Background: an optimization exercise with open tools, aiming at small area. Do not read the settings as production practice. The RTL was checked by simulation tests, not by an equivalence proof against the original design. Power figures rest on the tool's default switching activity, not on a simulated workload.

`design.v`:
```
module reflow_link (
    input  wire        clk,
    input  wire        rst,
    input  wire        rx_valid,
    input  wire [7:0]  rx_data,
    output wire        rx_ready,
    input  wire        cmd_valid,
    input  wire [3:0]  cmd_op,
    input  wire [63:0] cmd_arg,
    output wire        cmd_ready,
    output wire        resp_valid,
    output wire [1:0]  resp_err,
    output wire [32:0] resp_data,
    output wire [6:0]  resp_count,
    output wire        tx_valid,
    output wire [7:0]  tx_data,
    output reg         telem_valid,
    output wire [7:0]  telem_mode,
    output wire [7:0]  telem_runmode,
    output wire [7:0]  telem_stage,
    output wire        telem_fan,
    output wire        telem_lamp,
    output wire [31:0] telem_temp1,
    output wire [31:0] telem_temp2,
    output wire [2:0]  telem_err
);
    localparam [3:0] OP_SENDMODE   = 4'd1;
    localparam [3:0] OP_SENDPROF   = 4'd2;
    localparam [3:0] OP_WCLEAR     = 4'd3;
    localparam [3:0] OP_WSNAP      = 4'd4;
    localparam [3:0] OP_SCUR       = 4'd5;
    localparam [3:0] OP_CONNECT    = 4'd6;
    localparam [3:0] OP_DISCONNECT = 4'd7;
    localparam [3:0] ST_SEEK1 = 4'd0;
    localparam [3:0] ST_SEEK2 = 4'd1;
    localparam [3:0] ST_LAST  = 4'd14;
    reg         link;
    reg  [3:0]  st;
    reg  [7:0]  f_mode, f_runmode, f_stage;
    reg         f_fan, f_lamp;
    reg  [31:0] f_t1;
    reg  [23:0] f_t2;
    reg         s_valid;
    reg  [7:0]  s_mode, s_runmode, s_stage;
    reg         s_fan, s_lamp;
    reg  [6:0]  wcnt;
    reg  [5:0]  q;
    reg  [64*33-1:0] ring;
    reg         wpend;
    reg         pend;
    reg  [1:0]  r_err;
    reg         r_cnt, r_sess, r_wait;
    reg  [5:0]  idx;
    reg  [3:0]  tx_st;
    reg         tx_prof;
    reg  [63:0] tx_arg;
    wire tx_idle = (tx_st == 4'd0);
    assign cmd_ready = !pend && !wpend && tx_idle;
    wire cmd_fire = cmd_valid && cmd_ready;
    assign rx_ready  = !pend && !wpend && !cmd_fire;
    wire rx_fire  = rx_valid && rx_ready;
    wire op_conn = (cmd_op == OP_CONNECT) || (cmd_op == OP_DISCONNECT);
    wire op_send = (cmd_op == OP_SENDMODE) || (cmd_op == OP_SENDPROF);
    wire new_conn = cmd_fire && op_conn;
    wire wclear   = cmd_fire && (op_conn || cmd_op == OP_WCLEAR);
    wire rx_live = rx_fire && link;
    wire commit  = rx_live && (st == ST_LAST);
    always @(posedge clk) begin
        if (rst)
            link <= 1'b0;
        else if (new_conn)
            link <= (cmd_op == OP_CONNECT);
    end
    always @(posedge clk) begin
        if (rst || new_conn)
            st <= ST_SEEK1;
        else if (rx_live) begin
            case (st)
                ST_SEEK1: st <= (rx_data == 8'hFA) ? ST_SEEK2 : ST_SEEK1;
                ST_SEEK2: st <= (rx_data == 8'hAF) ? 4'd2 :
                                (rx_data == 8'hFA) ? ST_SEEK2 : ST_SEEK1;
                ST_LAST:  st <= ST_SEEK1;
                default:  st <= st + 4'd1;
            endcase
        end
    end
    always @(posedge clk) begin
        if (rx_live) begin
            case (st)
                4'd2, ST_LAST: f_mode <= rx_data;
                4'd3:  f_runmode     <= rx_data;
                4'd4:  f_stage       <= rx_data;
                4'd5:  f_fan         <= (rx_data != 8'd0);
                4'd6:  f_lamp        <= (rx_data != 8'd0);
                4'd7:  f_t1[7:0]     <= rx_data;
                4'd8:  f_t1[15:8]    <= rx_data;
                4'd9:  f_t1[23:16]   <= rx_data;
                4'd10: f_t1[31:24]   <= rx_data;
                4'd11: f_t2[7:0]     <= rx_data;
                4'd12: f_t2[15:8]    <= rx_data;
                4'd13: f_t2[23:16]   <= rx_data;
                default: ;
            endcase
        end
    end
    always @(posedge clk) begin
        if (rst || new_conn)
            s_valid <= 1'b0;
        else if (commit)
            s_valid <= 1'b1;
    end
    always @(posedge clk) begin
        if (commit) begin
            s_mode    <= f_mode;
            s_runmode <= f_runmode;
            s_stage   <= f_stage;
            s_fan     <= f_fan;
            s_lamp    <= f_lamp;
        end
    end
    always @(posedge clk) begin
        if (rst)
            telem_valid <= 1'b0;
        else
            telem_valid <= commit;
    end
    assign telem_mode    = s_mode;
    assign telem_runmode = s_runmode;
    assign telem_stage   = s_stage;
    assign telem_fan     = s_fan;
    assign telem_lamp    = s_lamp;
    assign telem_temp1   = f_t1;
    assign telem_temp2   = {f_mode, f_t2};
    assign telem_err     = {s_stage > 8'd5, s_runmode > 8'd2, s_mode > 8'd3};
    wire [31:0] add_a = f_t1;
    wire [31:0] add_b = {f_mode, f_t2};
    wire [32:0] add_c;
    wire [31:0] add_s;
    reg         c16;
    always @(posedge clk)
        c16 <= add_c[16];
    genvar gi;
    generate
        for (gi = 0; gi < 32; gi = gi + 1) begin : g_add
            wire cin = (gi == 16) ? c16 : add_c[gi];
            assign add_s[gi]   = add_a[gi] ^ add_b[gi] ^ cin;
            assign add_c[gi+1] = (add_a[gi] & add_b[gi]) | (cin & (add_a[gi] ^ add_b[gi]));
        end
    endgenerate
    assign add_c[0] = 1'b0;
    wire [32:0] sample = {add_c[32], add_s};
    wire        at0    = (q == (wpend ? wcnt[5:0] : idx));
    wire        wr_hit = wpend && at0;
    wire        full   = wcnt[6];
    always @(posedge clk)
        ring <= {wr_hit ? sample : ring[32:0], ring[64*33-1:33]};
    always @(posedge clk)
        q <= (wr_hit && full) ? 6'd0 : q + 6'd1;
    always @(posedge clk) begin
        if (rst || wclear)
            wcnt <= 7'd0;
        else if (wr_hit && !full)
            wcnt <= wcnt + 7'd1;
    end
    always @(posedge clk) begin
        if (rst)
            wpend <= 1'b0;
        else if (commit)
            wpend <= 1'b1;
        else if (wr_hit)
            wpend <= 1'b0;
    end
    wire snap_in = ({1'b0, cmd_arg[7:0]} < {2'b00, wcnt});
    always @(posedge clk) begin
        if (cmd_fire) begin
            idx    <= cmd_arg[5:0];
            r_err  <= (op_send && !link) ? 2'd2 :
                      (cmd_op == 4'd0 || cmd_op[3]) ? 2'd3 : 2'd0;
            r_cnt  <= (cmd_op == OP_WSNAP);
            r_sess <= (cmd_op == OP_SCUR);
            r_wait <= (cmd_op == OP_WSNAP) && snap_in;
        end
    end
    assign resp_valid = pend && (!r_wait || at0);
    always @(posedge clk) begin
        if (rst)
            pend <= 1'b0;
        else if (cmd_fire)
            pend <= 1'b1;
        else if (resp_valid)
            pend <= 1'b0;
    end
    wire [26:0] sess_word = {1'b1, s_lamp, s_fan, s_stage, s_runmode, s_mode};
    assign resp_err   = r_err;
    assign resp_count = r_cnt ? wcnt : 7'd0;
    assign resp_data  = (r_wait ? ring[32:0] : 33'd0) |
                        {6'd0, (r_sess && s_valid) ? sess_word : 27'd0};
    always @(posedge clk) begin
        if (rst)
            tx_st <= 4'd0;
        else if (cmd_fire && link && op_send)
            tx_st <= 4'd1;
        else if (!tx_idle)
            tx_st <= (tx_st == (tx_prof ? 4'd11 : 4'd5)) ? 4'd0 : tx_st + 4'd1;
    end
    always @(posedge clk) begin
        if (cmd_fire)
            tx_prof <= cmd_op[1];
    end
    always @(posedge clk) begin
        if (cmd_fire)
            tx_arg <= {cmd_arg[39:32], cmd_arg[31:24], cmd_arg[23:16], cmd_arg[15:8],
                       cmd_arg[7:0],   cmd_arg[63:56], cmd_arg[55:48], cmd_arg[47:40]};
        else
            tx_arg <= {tx_arg[7:0], tx_arg[63:8]};
    end
    assign tx_valid = !tx_idle;
    assign tx_data  = (tx_st == 4'd1) ? 8'hFA :
                      (tx_st == 4'd2) ? 8'hAF :
                      (tx_st == 4'd3) ? {6'd0, tx_prof, !tx_prof} :
                      tx_arg[7:0];
endmodule
```
`flow/run.sh`:
```
#!/bin/bash
# Standard ORFS layout (the standard.sh) with two changes:
#  - ports are buffered with sky130_fd_sc_hd__buf_1 instead of the resizer's default choice;
#  - clock tree synthesis runs without dummy loads.
# All tool output goes to make.log in the work folder (ORFS keeps per-step logs under orfs/logs).
set -euo pipefail
export BUFFER_PORTS_ARGS="-buffer_cell sky130_fd_sc_hd__buf_1"
export CTS_ARGS="-sink_clustering_enable -repair_clock_nets -dont_use_dummy_load -buf_list sky130_fd_sc_hd__clkbuf_8 -sink_clustering_size 24 -sink_clustering_max_diameter 30"
bash standard.sh > make.log 2>&1
```
`standard.sh`:
```
#!/bin/bash
# synth_recipe.tcl (not shown) runs the flow's synth.tcl, then flattens the netlist and writes it again
# the make line also repeats each setting of config.mk as NAME=value (left out here)
make -C /OpenROAD-flow-scripts/flow DESIGN_CONFIG=/design/flow/config.mk WORK_HOME=/design/flow/orfs CLKGATE_MAP_FILE= SYNTH_SCRIPT=/design/flow/synth_recipe.tcl "${@:-finish}"
```
`config.mk`:
```
export PLATFORM = sky130hd
export DESIGN_NAME = reflow_link
export DESIGN_NICKNAME = reflow_link
export VERILOG_FILES = /design/flow/design.v
export SDC_FILE = /design/flow/constraint.sdc
export NUM_CORES = 4
export LEC_CHECK = 0
export CAP_MARGIN = 20
export CORE_MARGIN = 2
export CORE_UTILIZATION = 60
export CTS_BUF_LIST = sky130_fd_sc_hd__clkbuf_8
export CTS_CLUSTER_DIAMETER = 40
export CTS_CLUSTER_SIZE = 20
export PLACE_DENSITY = 0.75
export SLEW_MARGIN = 20
```
`constraint.sdc`:
```
create_clock -name core_clock -period 10.0 [get_ports {clk}]
set_input_delay 2.0000 -clock core_clock [delete_from_list [all_inputs] [get_ports {clk}]]
set_output_delay 2.0000 -clock core_clock [all_outputs]
set_load 0.01 [all_outputs]
```
==> summary.txt, run 1 <==
Sequential Power Share between 60% and 70%; number of antenna violations at the first check in global routing 5; total count of max-transition violations in the final report 0; Critical Path End Type flop; via count of the first global-routing pass 21,339; fraction of final layout cells with drive strength greater than 1 8.46%; actual transition at the worst max-transition pin ~1100 ps; post-synthesis share of cell area spent on and, or, nand and nor gates 2.64%; kind of critical path flop to flop; Ys Warns 1; Final Wtd Congestion 0.871; Yosys reg bits 2,323; final hold vios 0; internal power summed over all cells 11.6 mW; register clock-pin slew on the reported worst setup and hold paths 80 ps; antenna violation net count after detailed routing 0; latest clock arrival within the worst-skew pair 860 ps; CP arrival 7780 ps; wire length of the first global-routing pass ~120,000 um; final cell count without fillers roughly 4,500; relative slew slack just under 30%; xor-xnor portion of the synthesized cell area 0.256%; clock tree from TritonCTS built; num rows 107; cell area after technology mapping between 0.05 and 0.06 mm2; via count 20,336; Post-synth EDFFs 120; DRC 0; cell at the root of the clock tree sky130_fd_sc_hd__clkbuf_8; sequential area share after synthesis 93.1%; Cells after DPL 4,242; Synthesized Nets 3,017; cell type contributing the most total cell area after synthesis sky130_fd_sc_hd__dfxtp_1; final core utilization between 60% and 70%; # resized after CTS 0; Wirelength per Cell 17.1 um; Post-Synthesis Mean Instance Area 17.7 um2; largest vdd supply drop ~0.00016 V; slack of the worst reg-to-reg path 3010 ps; Synth Flop Type sky130_fd_sc_hd__dfxtp_1; total leakage power 22.5 nW; horizontal extent of the die 296 um; drt via density about 4.5; number of iterations in the first detailed-routing pass 5; Total Routing Usage GR 17.8%; Max Freq 143 MHz; Setup TNS 0 ps; max-cap violation count 0; dominant combinational cell family by area after synthesis simple AND/OR/NAND/NOR gates; maximum fanout encountered on the critical timing path 2; proportion of synthesized flip-flops having asynchronous set or reset 0%; net switching power of the design 2.87 mW; number of buffers between clock root and the deepest sink 3; floorplan die height 296 um; maximum number of pins on one net before global-route repair 83; Core Region 0.0849 mm2; Setup Skew around 130 ps; class of the most critical hold timing path flop to flop; Synth Area in Adders approximately 1.6%; post-CTS repair timing setup buffer count 0; CP required between 10,000 and 15,000 ps; fraction of synthesized cell area taken by the top area cell type 86.0%; # nets final 3,462; clock group share of total power 32.6%; Total Routed Length approximately 77,000 um; synthesized-area fraction occupied by ao, oa, aoi and oai cells 1.18%; Setup violations, final 0; PwrDens 255 mW/mm2; Final Power around 14 mW; multiplexer fraction of the synthesized cell area less than 1%; Synth Instances 2,889; ports placed on the boundary 228; combinational share of power 1.8%; Initial DRC Count ~1,100; status complete, no violations; leading post-synthesis cells by cell area sky130_fd_sc_hd__dfxtp_1, sky130_fd_sc_hd__edfxtp_1, sky130_fd_sc_hd__nand2_1; Clock H-tree levels 4; hold bufs inserted after CTS 0; detailed-placement wirelength estimate 46,200 um; number of clock sinks 2,323; area added between synthesis and finish 10.7%; starting density of the core 60.4%; PortBufs 227; Die Area 0.0878 mm2; setup repair after global routing missed its margin false; overflow left after global routing 0; switching share of power 19.9%; number of distinct library cells after synthesis 46; type of element launching the critical path flop; final critical-path required period 6990 ps; Tcrit/Tclk final 69.9%; TritonCTS Buffers 234
-- path summary, 6_finish.rpt --
path,start,to,depth (start not counted)
min,ring[1354],ring[1321],0
min reg2reg,ring[1354],ring[1321],0
max,f_t1[16],ring[2110],20
max reg2reg,f_t1[16],ring[2110],20
-- state kept, by name (all words and copies together) (netlist names), 2 cells and up --
signal and count:
ring 2112, tx_arg 64, f_t1 32, f_t2 24, f_mode 8, f_runmode 8, f_stage 8, s_mode 8
s_runmode 8, s_stage 8, wcnt 7, idx 6, q 6, st 4, tx_st 4, r_err 2
-- stage by stage --
stage	area (um2)	hold slack, ps	setup slack [ps]
finish	56700	240	3010
global route	56700	236	2790
CTS	56700	240	2960
detailed placement	53500	312	2890
global placement	53500	311	3000
floorplan	51300	310	3320
-- cell families after synthesis --
family	Yosys count
compound gates	87
xor+xnor	15
fa+ha+maj	48
buf+inv	64
flops	2323
mux	34
simple gates	318
-- power groups by stage --
stage | Clock [mW] | Combinational [mW] | Sequential, mW
final | 4.72 | 0.264 | 9.47
after global routing | 5.19 | 0.296 | 9.47
after CTS | 4.85 | 0.267 | 9.47
after detailed placement | 0 | 0.265 | 9.68
after global placement | 0 | 0.257 | 9.68
after floorplan | 0 | 0.173 | 9.66
-- routing by layer --
metal | wire [um] | track usage [%] | vias up
met5 | 0 | 0 | -
met4 | 1790 | 7.01 | 0
met3 | 5800 | 5.18 | 138
met2 | 32200 | 25.7 | 611
met1 | 36800 | 25.6 | 9693
li1 | - | - | 9894
-- area by class of cell --
| class | instances | area [um2] |
|---|---|---|
| antenna | 1 | 2.50 |
| sequential | 2323 | 47700 |
| timing repair buffer | 241 | 957 |
| clock buffer | 234 | 3220 |
| multi-input combinational | 502 | 3310 |
| tap | 1144 | 1430 |
| inverter | 32 | 120 |
| fill | 5526 | 28100 |
-- worst max-delay path, cell delays in order (launching register included) --
cell,delay [ps]
sky130_fd_sc_hd__edfxtp_1,420
sky130_fd_sc_hd__fa_1,460
sky130_fd_sc_hd__fa_1,400
sky130_fd_sc_hd__fa_1,390
sky130_fd_sc_hd__fa_1,390
sky130_fd_sc_hd__fa_1,400
sky130_fd_sc_hd__fa_1,410
sky130_fd_sc_hd__fa_1,390
sky130_fd_sc_hd__fa_1,490
sky130_fd_sc_hd__fa_1,420
sky130_fd_sc_hd__fa_1,390
sky130_fd_sc_hd__fa_1,400
sky130_fd_sc_hd__fa_1,390
sky130_fd_sc_hd__fa_1,370
sky130_fd_sc_hd__inv_1,70
sky130_fd_sc_hd__fa_1,160
sky130_fd_sc_hd__inv_1,50
sky130_fd_sc_hd__fa_1,360
sky130_fd_sc_hd__inv_1,80
sky130_fd_sc_hd__fa_1,400
sky130_fd_sc_hd__o21ai_0,170
-- synthesized netlist by cell type (all sizes together), types with 3 or more instances --
| cell | count |
|---|---|
| or3 | 5 |
| clkbuf | 20 |
| dfxtp | 2203 |
| a22o | 28 |
| nor3 | 7 |
| and2 | 15 |
| nand2 | 216 |
| nand3 | 13 |
| o21ai | 16 |
| nor2 | 36 |
| buf | 12 |
| nand2b | 3 |
| mux2 | 28 |
| edfxtp | 120 |
| xor2 | 4 |
| a31oi | 3 |
| xnor2 | 11 |
| ha | 17 |
| mux2i | 6 |
| nand4 | 5 |
| fa | 31 |
| nor4 | 6 |
| a21o | 7 |
| inv | 32 |
| a21oi | 18 |
| nor2b | 3 |
| a211oi | 4 |
-- layout by cell type, fill, tap and decap left out, types with 17 or more instances in the layout --
master,synthesis,routed
sky130_fd_sc_hd__nand2_1,216,216
sky130_fd_sc_hd__ha_1,17,17
sky130_fd_sc_hd__fa_1,31,31
sky130_fd_sc_hd__nor2_1,36,36
sky130_fd_sc_hd__edfxtp_1,120,120
sky130_fd_sc_hd__clkbuf_8,0,234
sky130_fd_sc_hd__buf_1,9,227
sky130_fd_sc_hd__dfxtp_1,2203,2203
sky130_fd_sc_hd__mux2_2,28,28
sky130_fd_sc_hd__a22o_1,28,28
sky130_fd_sc_hd__a21oi_1,18,18
sky130_fd_sc_hd__inv_1,31,31
==> inputs of run 2 (changes only) <==
--- a/flow/run.sh
+++ b/flow/run.sh
@@ -6,4 +6,4 @@
 set -euo pipefail
 export BUFFER_PORTS_ARGS="-buffer_cell sky130_fd_sc_hd__buf_1"
-export CTS_ARGS="-sink_clustering_enable -repair_clock_nets -dont_use_dummy_load -buf_list sky130_fd_sc_hd__clkbuf_8 -sink_clustering_size 24 -sink_clustering_max_diameter 30"
+export CTS_ARGS="-sink_clustering_enable -repair_clock_nets -dont_use_dummy_load -buf_list sky130_fd_sc_hd__clkbuf_4 -sink_clustering_size 12 -sink_clustering_max_diameter 25"
 bash standard.sh > make.log 2>&1
==> run 2 against run 1 <==
Hold slack got worse by 2.7 ps. Total power is 3.2% lower. Cell count grew 2.9%. Routed wire length down 1.5%. Maximum frequency is 1.9% lower. Combinational power about the same. Sequential power hardly changed. Synthesized cell count stayed put. Setup slack worse by 130 ps. Critical endpoint unchanged.
==> summary.txt, run 2 <==
Largest regs ring x2112, tx_arg x64, f_t1 x32; overflow left after global routing 0; Tcrit/Tclk final 71.3%; number of iterations in the first detailed-routing pass 5; ports placed on the boundary 228; fraction of synthesized cell area taken by the top area cell type 86.0%; leading post-synthesis cells by cell area sky130_fd_sc_hd__dfxtp_1, sky130_fd_sc_hd__edfxtp_1, sky130_fd_sc_hd__nand2_1; final critical-path required period 7130 ps; clock tree from TritonCTS built; # fillers about 5,700; CP required approximately 11,000 ps; setup slack after layout 2870 ps; floorplan die height 296 um; area added between synthesis and finish 9.72%; fraction of final layout cells with drive strength greater than 1 about an eighth; antenna violation net count after detailed routing 0; largest vdd supply drop 0.000128 V; class of the most critical hold timing path flop to flop; Wirelength per Cell ~16 um; TritonCTS Buffers 360; Synth Instances approximately 2,900; Clock H-tree levels 5; final core utilization between 60 and 70%; Yosys reg bits 2,323; number of buffers between clock root and the deepest sink 4; CP arrival 8110 ps; Total Routing Usage GR 17.7%; # nets final 3,588; multi-input logic area 0.00331 mm2; sequential area share after synthesis between 90 and 100%; Post-synth EDFFs 120; cell type contributing the most total cell area after synthesis sky130_fd_sc_hd__dfxtp_1; flip-flop and latch area 0.0477 mm2; number of clock sinks 2,323; DRC 0; final worst hold slack 237 ps; register ranked first by flip-flop count ring; source of the worst register-to-register timing path f_t1[16]; Setup Slack @ Placement 2890 ps; relative slew slack 26.1%; num rows 107; Critical Path End Type flop; most used cells in the layout excluding fill and tap cells sky130_fd_sc_hd__dfxtp_1, sky130_fd_sc_hd__clkbuf_4, sky130_fd_sc_hd__buf_1; Synthesized Nets slightly above 3,000; register clock-pin slew on the reported worst setup and hold paths 80 ps; horizontal extent of the die 296 um; Initial DRC Count 1,160; total count of max-transition violations in the final report 0; Setup TNS 0 ps; critical hold path startpoint ring[1284]; max-cap violation count 0; Ys Warns 1; post-CTS repair timing setup buffer count 0; Max Freq 140 MHz; Die Area ~0.088 mm2; Synth Flop Type sky130_fd_sc_hd__dfxtp_1; via count of the first global-routing pass 22,233; maximum fanout encountered on the critical timing path 2; Total Routed Length ~75,000 um; hold bufs inserted after CTS 0; setup repair after global routing missed its margin false; kind of critical path flop to flop; total leakage power 22.5 nW; number of flip-flops in the largest register 2,112; Setup Skew 115 ps; proportion of synthesized flip-flops having asynchronous set or reset 0%; post-route design area 0.0562 mm2; most instantiated library cell after synthesis sky130_fd_sc_hd__dfxtp_1; most common cell after layout, fill and taps aside sky130_fd_sc_hd__dfxtp_1; PortBufs roughly 230; maximum number of pins on one net before global-route repair 83; cell area after technology mapping roughly 0.051 mm2; latest clock arrival within the worst-skew pair 1120 ps; worst setup path startpoint f_t1[16]; Final Wtd Congestion 0.871; cell area reported after detailed placement 0.0535 mm2; status complete, no violations; number of antenna violations at the first check in global routing 7; # resized after CTS 0; wire length of the first global-routing pass between 100,000 and 150,000 um; Setup violations, final 0; top cells by count, synth sky130_fd_sc_hd__dfxtp_1, sky130_fd_sc_hd__nand2_1, sky130_fd_sc_hd__edfxtp_1; Post-Synthesis Mean Instance Area 17.7 um2; detailed-placement wirelength estimate between 40,000 and 50,000 um; via count 21,010; type of element launching the critical path flop; number of distinct library cells after synthesis 46; cell at the root of the clock tree sky130_fd_sc_hd__clkbuf_4; final hold vios 0; starting density of the core about three fifths; Core Region between 0.08 and 0.09 mm2; PwrDens ~250 mW/mm2; actual transition at the worst max-transition pin 1110 ps; drt via density 4.56
==> run 2: cell counts after synthesis <==
No cell type changed its count.
==> run 2: critical path, cell delays in order, from the launching register on <==
cell,delay (ps)
sky130_fd_sc_hd__edfxtp_1,430
sky130_fd_sc_hd__fa_1,460
sky130_fd_sc_hd__fa_1,400
sky130_fd_sc_hd__fa_1,390
sky130_fd_sc_hd__fa_1,390
sky130_fd_sc_hd__fa_1,400
sky130_fd_sc_hd__fa_1,410
sky130_fd_sc_hd__fa_1,390
sky130_fd_sc_hd__fa_1,510
sky130_fd_sc_hd__fa_1,420
sky130_fd_sc_hd__fa_1,390
sky130_fd_sc_hd__fa_1,400
sky130_fd_sc_hd__fa_1,390
sky130_fd_sc_hd__fa_1,370
sky130_fd_sc_hd__inv_1,70
sky130_fd_sc_hd__fa_1,160
sky130_fd_sc_hd__inv_1,50
sky130_fd_sc_hd__fa_1,360
sky130_fd_sc_hd__inv_1,80
sky130_fd_sc_hd__fa_1,400
sky130_fd_sc_hd__o21ai_0,170
==> run 2: cell type report <==
type / count / area share, %
multi-input combinational: 502 / 5.88
clock buffer: 360 / 4.81
tap: 1144 / 2.55
inverter: 32 / 0.214
sequential: 2323 / 84.8
timing repair buffer: 241 / 1.70
antenna: 5 / 0.0222
==> run 2: through the flow <==
step	power, mW	cells
detailed placement	9.94	4242
global route	14.6	4607
global placement	9.93	4242
floorplan	9.83	2889
finish	14.0	4607
CTS	14.2	4602
==> run 2: logic make-up (layout without fill, tap and decap cells) <==
group | count (synthesis) | count (layout) | synth area share [%]
XOR/XNOR | 15 | 15 | 0.256
other | 0 | 5 | 0
AO/OA/AOI/OAI | 87 | 87 | 1.18
flip-flops | 2323 | 2323 | 93.1
buffers and inverters | 64 | 633 | 0.481
AND/OR/NAND/NOR | 318 | 318 | 2.64
multiplexers | 34 | 34 | 0.732
adder cells (fa/ha/maj) | 48 | 48 | 1.63
==> run 2: per-layer routing <==
layer | routed length (um) | GRT usage (%)
met2 | 31600 | 24.9
met1 | 36200 | 25.1
met4 | 1780 | 7.80
met3 | 5920 | 5.82
met5 | 0 | 0
==> run 2: power breakdown <==
part | leakage, nW | switching, mW | total, mW | internal (mW)
Clock | 1.66 | 2.61 | 4.26 | 1.65
Combinational | 1.95 | 0.170 | 0.262 | 0.0922
Sequential | 18.9 | 0.0453 | 9.47 | 9.42
==> run 2: path summary, 6_finish.rpt <==
kind | end | slack (ps) | cells after the start
worst max-delay path | ring[2110] | 2870 | 20
worst min-delay path | ring[1251] | 240 | 0
worst max register to register | ring[2110] | 2870 | 20
worst min register to register | ring[1251] | 240 | 0
==> inputs of run 3 (changes only) <==
--- a/flow/run.sh
+++ b/flow/run.sh
@@ -6,4 +6,4 @@
 set -euo pipefail
 export BUFFER_PORTS_ARGS="-buffer_cell sky130_fd_sc_hd__buf_1"
-export CTS_ARGS="-sink_clustering_enable -repair_clock_nets -dont_use_dummy_load -buf_list sky130_fd_sc_hd__clkbuf_4 -sink_clustering_size 12 -sink_clustering_max_diameter 25"
+export CTS_ARGS="-sink_clustering_enable -repair_clock_nets -dont_use_dummy_load -buf_list sky130_fd_sc_hd__clkbuf_8 -sink_clustering_size 20 -sink_clustering_max_diameter 40"
 bash standard.sh > make.log 2>&1
==> run 3 against run 2 <==
Total power is 2.3% lower. Critical endpoint unchanged. Register-to-register slack is essentially flat. Largest cell class unchanged. Via count is 5.1% lower. Setup slack gained 11 ps.
==> summary.txt, run 3 <==
number of buffers between clock root and the deepest sink 3; hold bufs inserted after CTS 0; TritonCTS Buffers 161; cell with the largest stage delay on the worst path sky130_fd_sc_hd__fa_1; via count 19,945; largest vdd supply drop 0.000152 V; top cells by count, synth sky130_fd_sc_hd__dfxtp_1, sky130_fd_sc_hd__nand2_1, sky130_fd_sc_hd__edfxtp_1; gate family responsible for the most delay along the worst path adder cells; type of element launching the critical path flop; starting density of the core between 60% and 70%; fraction of synthesized cell area taken by the top area cell type between 80% and 90%; Cells after DPL 4,242; Die Area 0.0878 mm2; max-cap violation count 0; register ranked first by flip-flop count ring; CP required about 11,000 ps; drt via density ~4.5; relative slew slack 28.4%; worst path cell trace fa_1 > fa_1 > fa_1 > fa_1 > fa_1 > fa_1 > fa_1 > fa_1 > fa_1 > fa_1 > fa_1 > fa_1 > fa_1 > inv_1 > fa_1 > inv_1 > fa_1 > inv_1 > fa_1 > o21ai_0; overflow left after global routing 0; Setup TNS 0 ps; Initial DRC Count 1,130; crit-path most repeated cell sky130_fd_sc_hd__fa_1; cell at the root of the clock tree sky130_fd_sc_hd__clkbuf_8; # nets final 3,389; # resized after CTS 0; setup repair after global routing missed its margin false; ports placed on the boundary 228; Core Region 0.0849 mm2; PwrDens 245 mW/mm2; total leakage power 22.0 nW; via count of the first global-routing pass 20,477; Post-Synthesis Mean Instance Area 17.7 um2; cells on worst reg2reg path 20; internal power summed over all cells 11.0 mW; actual transition at the worst max-transition pin between 1000 and 1500 ps; source of the worst register-to-register timing path f_t2[16]; fraction of final layout cells with drive strength greater than 1 6.41%; final cell count without fillers 4,404; cell area after technology mapping 0.0513 mm2; floorplan die height 296 um; final critical-path required period 7120 ps; CP arrival roughly 7800 ps; Final Power 13.7 mW; total count of max-transition violations in the final report 0; leading post-synthesis cells by cell area sky130_fd_sc_hd__dfxtp_1, sky130_fd_sc_hd__edfxtp_1, sky130_fd_sc_hd__nand2_1; slack of the worst reg-to-reg path 2880 ps; most common cell after layout, fill and taps aside sky130_fd_sc_hd__dfxtp_1; maximum number of pins on one net before global-route repair 83; capture point of the worst reg-to-reg path ring[2110]; post-CTS repair timing setup buffer count 0; Post-synth EDFFs 120; Total Routing Usage GR between 10% and 20%; Setup violations, final 0; critical hold path startpoint ring[589]; # fillers 5,664; Clock H-tree levels 4; Setup Skew 97.4 ps; number of distinct library cells after synthesis 46; maximum fanout encountered on the critical timing path 2; Largest regs ring x2112, tx_arg x64, f_t1 x32; DRC 0; latest clock arrival within the worst-skew pair 840 ps; number of buffers and inverters on the critical path 3; Final Wtd Congestion between 0.8 and 0.9; class of the most critical hold timing path flop to flop; Max Freq 141 MHz; Synth Flop Type sky130_fd_sc_hd__dfxtp_1; area added between synthesis and finish 8.75%; kind of critical path flop to flop; clock tree from TritonCTS built; number of clock sinks 2,323; most used cells in the layout excluding fill and tap cells sky130_fd_sc_hd__dfxtp_1, sky130_fd_sc_hd__buf_1, sky130_fd_sc_hd__nand2_1; status complete, no violations; endpoint of the worst hold path ring[556]; switching share of power 19.8%; Critical Path End Type flop; Yosys reg bits 2,323; antenna violation net count after detailed routing 0; Synthesized Nets 3,017; highest cell delay on the worst timing path 500 ps; number of flip-flops in the largest register 2,112; PortBufs 227; num rows 107; number of antenna violations at the first check in global routing 6; clock group share of total power between 20% and 30%; hold path cells 0; register clock-pin slew on the reported worst setup and hold paths roughly 100 ps; number of iterations in the first detailed-routing pass 5; proportion of synthesized flip-flops having asynchronous set or reset 0%; wire length of the first global-routing pass 115,000 um; Synth Instances 2,889; Ys Warns 1; Total Routed Length 74,600 um; Sequential Power Share 69.3%; sequential area share after synthesis 93.1%; most instantiated library cell after synthesis sky130_fd_sc_hd__dfxtp_1; combinational share of power under 10%; horizontal extent of the die 296 um; net switching power of the design 2.71 mW; Tcrit/Tclk final between 70% and 80%; final hold vios 0; cell type contributing the most total cell area after synthesis sky130_fd_sc_hd__dfxtp_1; detailed-placement wirelength estimate around 46,000 um; Wirelength per Cell 16.9 um
-- run 3: cell counts after synthesis --
No cell type changed its count.
-- run 3: stage by stage --
stage / setup WS (ps) / hold WS [ps] / area, um2 / util, %
floorplan: 3320 / 310 / 51300 / -
global placement: 3000 / 311 / 53500 / 63.1
detailed placement: 2890 / 312 / 53500 / 63.1
CTS: 2830 / 228 / 55700 / 65.7
global route: 2650 / 228 / 55700 / 65.7
finish: 2880 / 231 / 55700 / 65.7
-- run 3: worst register-to-register path: stages, from the launching register on --
cell	delay [ps]
sky130_fd_sc_hd__edfxtp_1	430
sky130_fd_sc_hd__fa_1	430
sky130_fd_sc_hd__fa_1	400
sky130_fd_sc_hd__fa_1	400
sky130_fd_sc_hd__fa_1	390
sky130_fd_sc_hd__fa_1	400
sky130_fd_sc_hd__fa_1	410
sky130_fd_sc_hd__fa_1	390
sky130_fd_sc_hd__fa_1	500
sky130_fd_sc_hd__fa_1	420
sky130_fd_sc_hd__fa_1	400
sky130_fd_sc_hd__fa_1	400
sky130_fd_sc_hd__fa_1	390
sky130_fd_sc_hd__fa_1	370
sky130_fd_sc_hd__inv_1	70
sky130_fd_sc_hd__fa_1	160
sky130_fd_sc_hd__inv_1	50
sky130_fd_sc_hd__fa_1	360
sky130_fd_sc_hd__inv_1	80
sky130_fd_sc_hd__fa_1	400
sky130_fd_sc_hd__o21ai_0	170
-- run 3: cell families after synthesis --
family	after synthesis	synth area share, %
DFF	2323	93.1
and+or+nand+nor	318	2.64
AOI/OAI and AO/OA	87	1.18
buffers and inverters	64	0.481
adders and majority gates	48	1.63
muxes	34	0.732
xor gates and xnor gates	15	0.256
-- run 3: layer usage --
layer  global-route usage, %  wire length (um)
met5                       0                 0
met4                    5.80              1810
met3                    5.10              5710
met2                    24.8             30600
met1                    25.5             36500
-- run 3: worst max-delay path by stage --
| stage | from | end | slack [ps] | depth (start not counted) |
|---|---|---|---|---|
| global route | f_t2[16] | ring[2110] | 2650 | 20 |
| CTS | f_t2[16] | ring[2110] | 2830 | 20 |
| floorplan | f_t1[16] | ring[2110] | 3320 | 20 |
| detailed placement | f_t1[16] | ring[2110] | 2890 | 20 |
| global placement | f_t1[16] | ring[2110] | 3000 | 20 |
| finish | f_t2[16] | ring[2110] | 2880 | 20 |
-- run 3: power by group through the flow --
stage | sequential, mW | combinational (mW) | clock (mW)
after floorplan | 9.66 | 0.173 | 0
after global placement | 9.68 | 0.257 | 0
after detailed placement | 9.68 | 0.265 | 0
after CTS | 9.46 | 0.266 | 4.07
after global routing | 9.48 | 0.297 | 4.39
final | 9.46 | 0.263 | 3.94
-- run 3: final cells by class --
cell class	instances	area, um2	share of cell area, %
inverter	32	120	0.215
tap	1144	1430	2.57
clock buffer	161	2220	3.98
sequential	2323	47700	85.6
timing repair buffer	241	957	1.72
multi-input combinational	502	3310	5.93
antenna	1	2.50	0.00449

port drivers added, routing unchanged:
Ports are ideal in the flow. The routed layouts listed here were re-timed in OpenROAD.
Step 1 (the two cells are an assumption about what drives the block):
set clk [get_ports {clk}]
set_driving_cell -lib_cell sky130_fd_sc_hd__clkbuf_16 $clk
set_driving_cell -lib_cell sky130_fd_sc_hd__buf_2 [delete_from_list [all_inputs] $clk]
Step 2 adds t to the input delays and takes it off the output delays; t is the mean of the earliest and latest rising clock arrival at the registers after step 1. Input paths then give back, and output paths get back, about the clock's delay inside the block.
Three values: no drivers, after step 1, after step 2; two values: the first two.
run	shift t [ns]	slack for setup (ns)	worst hold slack (ns)	clock arrival spread, ns	worst slew at a driven data input, ns
run 1	0.880	3.007 / 3.007 / 3.007	0.240 / 0.240 / 0.240	0.158 / 0.158	0.07
run 2	1.140	2.873 / 2.873 / 2.873	0.237 / 0.237 / 0.237	0.159 / 0.159	0.07
run 3	0.853	2.884 / 2.884 / 2.884	0.231 / 0.231 / 0.231	0.115 / 0.115	0.07
After both steps setup and hold are still met in every run listed.
